This design comes from an exercise in tuning for small area on the open sky130 flow, not from production work. The RTL was checked by simulation tests, not by an equivalence proof against the original design. Power figures rest on the tool's default switching activity, not on a simulated workload.

## flow/run.sh

```bash
#!/bin/bash
# synth_recipe.tcl (not shown) runs the flow's synth.tcl, then flattens the netlist and writes it again
# the make line also repeats each setting of config.mk as NAME=value (left out here)
make -C /OpenROAD-flow-scripts/flow DESIGN_CONFIG=/design/flow/config.mk WORK_HOME=/design/flow/orfs CLKGATE_MAP_FILE= SYNTH_SCRIPT=/design/flow/synth_recipe.tcl finish
```

## flow/config.mk

```make
export PLATFORM = sky130hd
export DESIGN_NAME = hw2core
export DESIGN_NICKNAME = hw2core
export VERILOG_FILES = /design/flow/design.v
export SDC_FILE = /design/flow/constraint.sdc
export NUM_CORES = 4
export LEC_CHECK = 0
export CAP_MARGIN = 20
export CORE_MARGIN = 2
export CORE_UTILIZATION = 40
export SLEW_MARGIN = 20
```

## flow/constraint.sdc

```tcl
create_clock -name core_clock -period 10.0 [get_ports {clk}]
set_input_delay 2.0000 -clock core_clock [delete_from_list [all_inputs] [get_ports {clk}]]
set_output_delay 2.0000 -clock core_clock [all_outputs]
set_load 0.01 [all_outputs]
```

## flow/design.v

```verilog
module hw2core_seed (
    input  wire [4:0]  c,
    output wire [15:0] s,
    output wire [13:0] d
);
    wire [31:0] hot = 32'd1 << c;
    assign s[0] = |(hot & 32'h44004451);
    assign s[1] = |(hot & 32'h10011146);
    assign s[2] = |(hot & 32'h40044518);
    assign s[3] = |(hot & 32'h00111460);
    assign s[4] = |(hot & 32'h00445180);
    assign s[5] = |(hot & 32'h01114600);
    assign s[6] = |(hot & 32'h04451800);
    assign s[7] = |(hot & 32'h11146000);
    assign s[8] = |(hot & 32'h44518000);
    assign s[9] = |(hot & 32'h11460000);
    assign s[10] = |(hot & 32'h45180000);
    assign s[11] = |(hot & 32'h14600000);
    assign s[12] = |(hot & 32'h51800000);
    assign s[13] = |(hot & 32'h46000000);
    assign s[14] = |(hot & 32'h18000000);
    assign s[15] = |(hot & 32'h60000000);
    assign d[0] = |(hot & 32'h4c00ccf3);
    assign d[1] = |(hot & 32'h3803bb68);
    assign d[2] = |(hot & 32'h680e6580);
    assign d[3] = |(hot & 32'h28399600);
    assign d[4] = |(hot & 32'h28e65800);
    assign d[5] = |(hot & 32'h2b996000);
    assign d[6] = |(hot & 32'h26658000);
    assign d[7] = |(hot & 32'h19960000);
    assign d[8] = |(hot & 32'h66580000);
    assign d[9] = |(hot & 32'h19600000);
    assign d[10] = |(hot & 32'h65800000);
    assign d[11] = |(hot & 32'h16000000);
    assign d[12] = |(hot & 32'h58000000);
    assign d[13] = |(hot & 32'h60000000);
endmodule
module hw2core (
    input  wire        clk,
    input  wire        rst,      
    input  wire        start,
    input  wire [2:0]  op,
    input  wire [31:0] a,
    input  wire [31:0] b,
    output wire        busy,
    output wire        done,
    output wire [31:0] r0,
    output wire [31:0] r1
);
    localparam [3:0] S_NORM = 4'd0,    
                     S_MUL  = 4'd1,    
                     S_DIV  = 4'd2,    
                     S_DROP = 4'd3,    
                     S_INTP = 4'd4,    
                     S_SH   = 4'd5,    
                     S_LDY  = 4'd6,    
                     S_N1   = 4'd7,    
                     S_N2   = 4'd8,    
                     S_N3   = 4'd9;    
    reg        busy_q, done_q;
    reg [3:0]  st;
    reg        f;         
    reg        it;        
    reg        bw;        
    reg [5:0]  C;
    reg [31:0] H, L, M;
    reg [15:0] Y;
    assign busy = busy_q;
    assign done = done_q;
    assign r0   = L;
    assign r1   = H;
    wire [15:0] s_rom;
    wire [13:0] d_rom;
    hw2core_seed u_seed (.c(C[4:0]), .s(s_rom), .d(d_rom));
    wire st_mul  = (st == S_MUL);
    wire st_div  = (st == S_DIV);
    wire st_norm = (st == S_NORM);
    wire st_intp = (st == S_INTP);
    wire st_n1   = (st == S_N1);
    wire st_n2   = (st == S_N2);
    wire st_n3   = (st == S_N3);
    wire lmode = st_div | st_norm | st_intp;
    wire c_t  = (C[5:1] == 5'b01000);             
    wire t_i  = c_t ^ L[0] ^ bw;
    wire bw_n = (~c_t & (L[0] | bw)) | (L[0] & bw);
    wire selM = st_mul | st_n2 | st_div;
    wire selY = st_n1 | st_n3 | st_intp;
    wire g    = ((st_mul | st_n1) & L[0])
              | (st_n2 & L[0] & ~C[5])
              | (st_n3 & t_i & ~C[5])
              | (st_intp & L[31])
              | st_div;
    wire [31:0] Bsrc = (selM ? M : 32'd0) | (selY ? {16'd0, Y} : 32'd0);
    wire [31:0] Bg   = g ? Bsrc : 32'd0;
    wire        sin  = st_intp | L[31];
    wire [31:0] Aa   = lmode ? {H[30:0], sin} : H;
    wire [32:0] sum  = {1'b0, Aa} + {1'b0, Bg ^ {32{lmode}}} + {32'd0, lmode};
    wire        take = st_intp | H[31] | sum[32];
    wire [31:0] H_r = sum[32:1];
    wire [31:0] L_r = {sum[0], L[31:1]};
    wire [31:0] H_l = take ? sum[31:0] : Aa;
    wire [31:0] L_l = {L[30:0], take & st_div};
    wire Mz   = (M == 32'd0);
    wire c31  = (C == 6'd31);
    wire c15  = (C == 6'd15);
    wire c47  = (C == 6'd47);
    wire c48  = (C == 6'd48);
    wire nend = L[31] | C[5];
    wire accept = ~busy_q & start & (~op[2] | (op[1:0] == 2'd0));
    always @(posedge clk) begin
        if (rst) begin
            busy_q <= 1'b0;
            done_q <= 1'b0;
        end else if (accept) begin
            busy_q <= 1'b1;
            done_q <= 1'b0;
        end else if (busy_q) begin
            if ((st_mul & c31) | (st_div & c31) | (st_norm & nend & (f | C[5] | c31))
                | (st_n3 & c48 & it)) begin
                busy_q <= 1'b0;
                done_q <= 1'b1;
            end
        end
    end
    always @(posedge clk) begin
        if (~busy_q) begin
            if (accept) begin
                L  <= a;
                H  <= 32'd0;
                M  <= op[2] ? a : b;
                C  <= 6'd0;
                it <= 1'b0;
                f  <= (op == 3'd0) | (op == 3'd2);
                case (op)
                    3'd1, 3'd2: st <= S_MUL;
                    3'd3:       st <= S_DIV;
                    default:    st <= S_NORM;
                endcase
            end
        end else begin
            case (st)
                S_MUL: begin
                    H <= (c31 & f) ? 32'd0 : H_r;
                    L <= L_r;
                    C <= C + 6'd1;
                end
                S_DIV: begin
                    H <= (c31 & Mz) ? 32'd0 : H_l;
                    L <= (c31 & Mz) ? 32'd0 : L_l;
                    C <= C + 6'd1;
                end
                S_NORM: begin
                    if (nend) begin
                        if (f)
                            L <= {26'd0, C};
                        else if (C[5])
                            L <= 32'hFFFF_FFFF;
                        else if (c31)
                            L <= 32'h0001_0000;
                        else
                            st <= S_DROP;
                    end else begin
                        L <= L_l;
                        C <= C + 6'd1;
                    end
                end
                S_DROP: begin
                    L  <= {L[30:0], 1'b0};
                    H  <= {16'd0, s_rom};
                    Y  <= {2'd0, d_rom};
                    C  <= 6'd0;
                    st <= S_INTP;
                end
                S_INTP: begin
                    H <= H_l;
                    L <= L_l;
                    C <= c15 ? 6'd0 : C + 6'd1;
                    if (c15) st <= S_SH;
                end
                S_SH: begin
                    H <= H_r;
                    L <= L_r;
                    C <= c47 ? 6'd0 : C + 6'd1;
                    if (c47) st <= S_LDY;
                end
                S_LDY: begin
                    Y  <= L[15:0];
                    st <= S_N1;
                end
                S_N1: begin
                    H <= H_r;
                    L <= L_r;
                    C <= c31 ? 6'd0 : C + 6'd1;
                    if (c31) st <= S_N2;
                end
                S_N2: begin
                    H  <= H_r;
                    L  <= L_r;
                    bw <= 1'b0;
                    C  <= c47 ? 6'd0 : C + 6'd1;
                    if (c47) st <= S_N3;
                end
                S_N3: begin
                    H  <= H_r;
                    L  <= L_r;
                    bw <= bw_n;
                    C  <= c48 ? 6'd0 : C + 6'd1;
                    if (c48) begin
                        it <= 1'b1;
                        st <= S_LDY;
                    end
                end
                default: ;
            endcase
        end
    end
endmodule
```

==> run notes <==
==> cells in the final DEF, fill, tap and decap left out, types with 9 or more instances in the layout <==
cell type	instances
clkbuf_16	17
clkdlybuf4s50_1	134
o31ai_1	11
a221oi_1	9
xor2_1	29
a41oi_1	31
a21o_1	16
a31oi_1	17
buf_4	21
and2_1	9
nand4_1	11
nand2_1	151
mux2i_1	12
inv_1	22
nor2_1	136
nand2b_1	17
a21oi_1	78
o21ai_0	89
nor3_1	19
ha_1	37
xnor2_1	40
mux2_2	65
a211oi_1	10
o22ai_1	24
edfxtp_1	125
nand3_1	16
nor4_1	10
nor2b_1	11
a22oi_1	20
==> routing by layer <==
layer	vias up	routed length (um)	track usage, %
li1	4735	-	-
met1	4779	16050	36.07
met2	470	16170	39.46
met3	48	2593	3.170
met4	0	728	7.346
met5	-	0	0
==> final timing paths <==
path,startpoint,end,slack (ns),cells after the start
hold reg to reg,done_q,done_q,0.50,2
setup / recovery,C[5],H[11],3.18,20
setup reg to reg,C[5],H[11],3.18,20
hold / removal,done_q,done_q,0.50,2
==> synthesized netlist by cell type (all sizes together), types with 12 or more instances <==
cell type / count
a21oi: 80
edfxtp: 125
o31ai: 13
clkbuf: 67
a41oi: 31
ha: 37
nand2b: 17
nand2: 151
a21o: 16
xor2: 29
nand3: 16
a31oi: 17
o22ai: 24
buf: 17
nor2: 137
o21ai: 91
inv: 22
mux2i: 12
xnor2: 40
a22oi: 20
nor3: 20
mux2: 65
==> sequential cells by signal, indices dropped and copies added, names as in the netlist <==
register  flops
C             6
H            32
L            32
M            32
Y            16
busy_q        1
bw            1
done_q        1
f             1
it            1
st            4
==> where the power goes <==
| group | leakage (nW) | switching (mW) | internal [mW] |
|---|---|---|---|
| registers | 1.21 | 0.0626 | 0.657 |
| logic | 3.08 | 0.539 | 0.382 |
| clock network | 0.259 | 0.276 | 0.326 |
| total | 4.56 | 0.878 | 1.36 |
==> through the flow <==
step | power (mW) | setup WS (ns)
after floorplan | 1.339 | 4.806
after global placement | 1.634 | 3.420
after detailed placement | 1.632 | 3.269
after CTS | 2.235 | 3.236
after global routing | 2.360 | 2.593
final | 2.242 | 3.181
==> cells by family (layout without fill, tap and decap cells) <==
kind of cell / count (synthesis) / in the layout
mux: 78 / 78
simple gates: 406 / 406
fa+ha+maj: 40 / 40
flops: 127 / 127
compound gates: 381 / 381
buf+inv: 106 / 211
xor+xnor: 69 / 69
==> worst max-delay path, delay by kind of cell (launching register included) <==
kind            cells  cell delay, ns
xor+xnor            1            0.10
buf+inv             1            0.22
simple gates        8            2.07
fa+ha+maj           2            0.95
flops               1            0.68
compound gates      8            2.54
==> cell type report <==
class	count	area, um2
clock buffers	18	429.2
clock inverters	14	122.6
fillers	2479	13260
inverters	22	82.58
multi-input cells	974	6345
flip-flops and latches	127	3795
well taps	335	419.2
repair buffers	157	1531
==> reports/qor.yml <==
clock_tree:
  clock_latency_ns: 0.43
  cts_tree: "done"
  postCtsSetupBuffers: 0
  clk_pin_slew_worst_paths_ns: 0.06
  cts_resized: 0
  ctsHtreeMaxLevel: 4
  cts.sinks: 127
  clk_path_buf_depth: 2
  numCtsBuffers: 17
  cts_root_buf: "clkbuf_16"
  holdBufCountCts: 0
routing:
  drc: 0
  vias_per_cell: 6.091
  vias: 10030
  wire_per_inst_um: 21.58
  initialDrtViolationCount: 962
  first_pass_iters: 5
  final_antenna_net_count: 0
  totalWireLength_um: 35550
floorplanning:
  dieHeight_um: 166.3
  die_w_um: 166.3
  start_util_pct: 40.54
  coreArea_um2: 25980
  dieArea_um2: 27650
  io_pins: 136
  rows: 59
synth:
  netlist.top_cell.by_area: "edfxtp_1"
  synth-compound-area-share_pct: 24.08
  synth_nets: 1316
  synth_top_area_share_pct: 35.63
  synth_cells: 1207
  yosys.area_share.simple_pct: 17.00
  yosysSeqAreaShare_pct: 36.01
  synth_area_um2: 10530
  synth_async_sr_flop_share_pct: 0
  synth_area_leaders: "edfxtp_1, mux2_2, nand2_1"
  synth_top_family_by_area: "compound AO/OA/AOI/OAI gates"
  yosysWarnings: 1
  ys_seq_elements: 127
  synth_edf_count: 125
  synth_xor_xnor_area_share_pct: 5.737
  synth_ff_type: "edfxtp_1"
  ys_types: 70
  synth.area.mux_share_pct: 8.303
  synthAdderAreaFrac_pct: 4.870
  synth.avg_cell_area_um2: 8.727
sta:
  fin_setup_tns_ns: 0
  tightest_slew_ns: 1.183
  setup_viol: 0
  fmax_ghz: 0.1466
  rsz0062_at_grt: "false"
  whs_ns: 0.4955
  hold_viol: 0
  slew_headroom_pct: 21.15
  period_needed_ns: 6.820
  period_share_pct: 68.20
  clock_skew_ns: 0.01678
  slew_viol_final: 0
place:
  dpl-instance-area_um2: 12150
  place.port_buffers: 135
  dp_hpwl_um: 25880
  gp_congestion: 0.9376
  dp_cells: 1614
critical_path:
  critPathLaunchType: "flip-flop"
  end_kind: "flip-flop"
  cp.required_ns: 10.18
  path_cells: "nor2_1 > nand3_1 > fa_1 > nand2_1 > o2111ai_1 > o21a_1 > nor2b_1 > buf_4 > nand2_1 > xnor2_1 > ha_1 > a21oi_1 > o2111ai_1 > a221oi_1 > a21oi_1 > o31ai_1 > nand2_1 > nand2_1 > nor2_1 > a221o_1"
  worstPathArrival_ns: 7.00
  crit_type: "reg2reg"
  cp_common_cell: "nand2_1"
  crit_path_max_incr_delay_ns: 0.71
  worstPathMaxFanout: 21
  cp_slowest_cell: "nand2_1"
finish:
  instances_no_fill: 1647
  drive_above_1_share_pct: 10.75
  final_area_um2: 12720
  utilization_pct: 48.97
  syn_to_final_growth_pct: 20.80
  nets: 1408
  insertedDiodeCount: 0
power_and_ir_drop:
  vdd_drop_max_uv: 106.3
  leakagePower_nw: 4.556
  power_density_nw_per_um2: 176.2
run_status:
  run_status: "complete, no violations"
global_route:
  overflow: 0
  track_usage_pct: 25.02
  grt_first_pass_wirelength_um: 55090
  grt_max_degree: 70
  antenna_found_initial: 0
  grt_pass1_vias: 9511
min_path:
  hold_path_class: "reg2reg"
run:
  maxCapViolCount: 0

## afterwards: timing with drivers on the ports
The results above use ideal ports. As a check the final layout listed here was re-extracted and re-timed, cells and wires unchanged.
Step 1, drivers: a clkbuf_16 drives clk and a buf_2 each remaining input, both assumed.
Step 2 adds t to the input delays and takes it off the output delays; t is the mean of the earliest and latest rising clock arrival at the registers after step 1. Input paths then give back, and output paths get back, about the clock's delay inside the block.
a / b / c = ideal / step 1 / step 2; a / b = the first two.
t, ns: 0.474
slack for setup (ns): 3.180 / 3.180 / 3.180
hold WS [ns]: 0.496 / 0.496 / 0.496
latest minus earliest clock arrival (ns): 0.017 / 0.017
After both steps setup and hold are still met in this run. For this run, drivers alone change the setup slack by 0.000 ns; drivers and shift together by 0.000 ns.
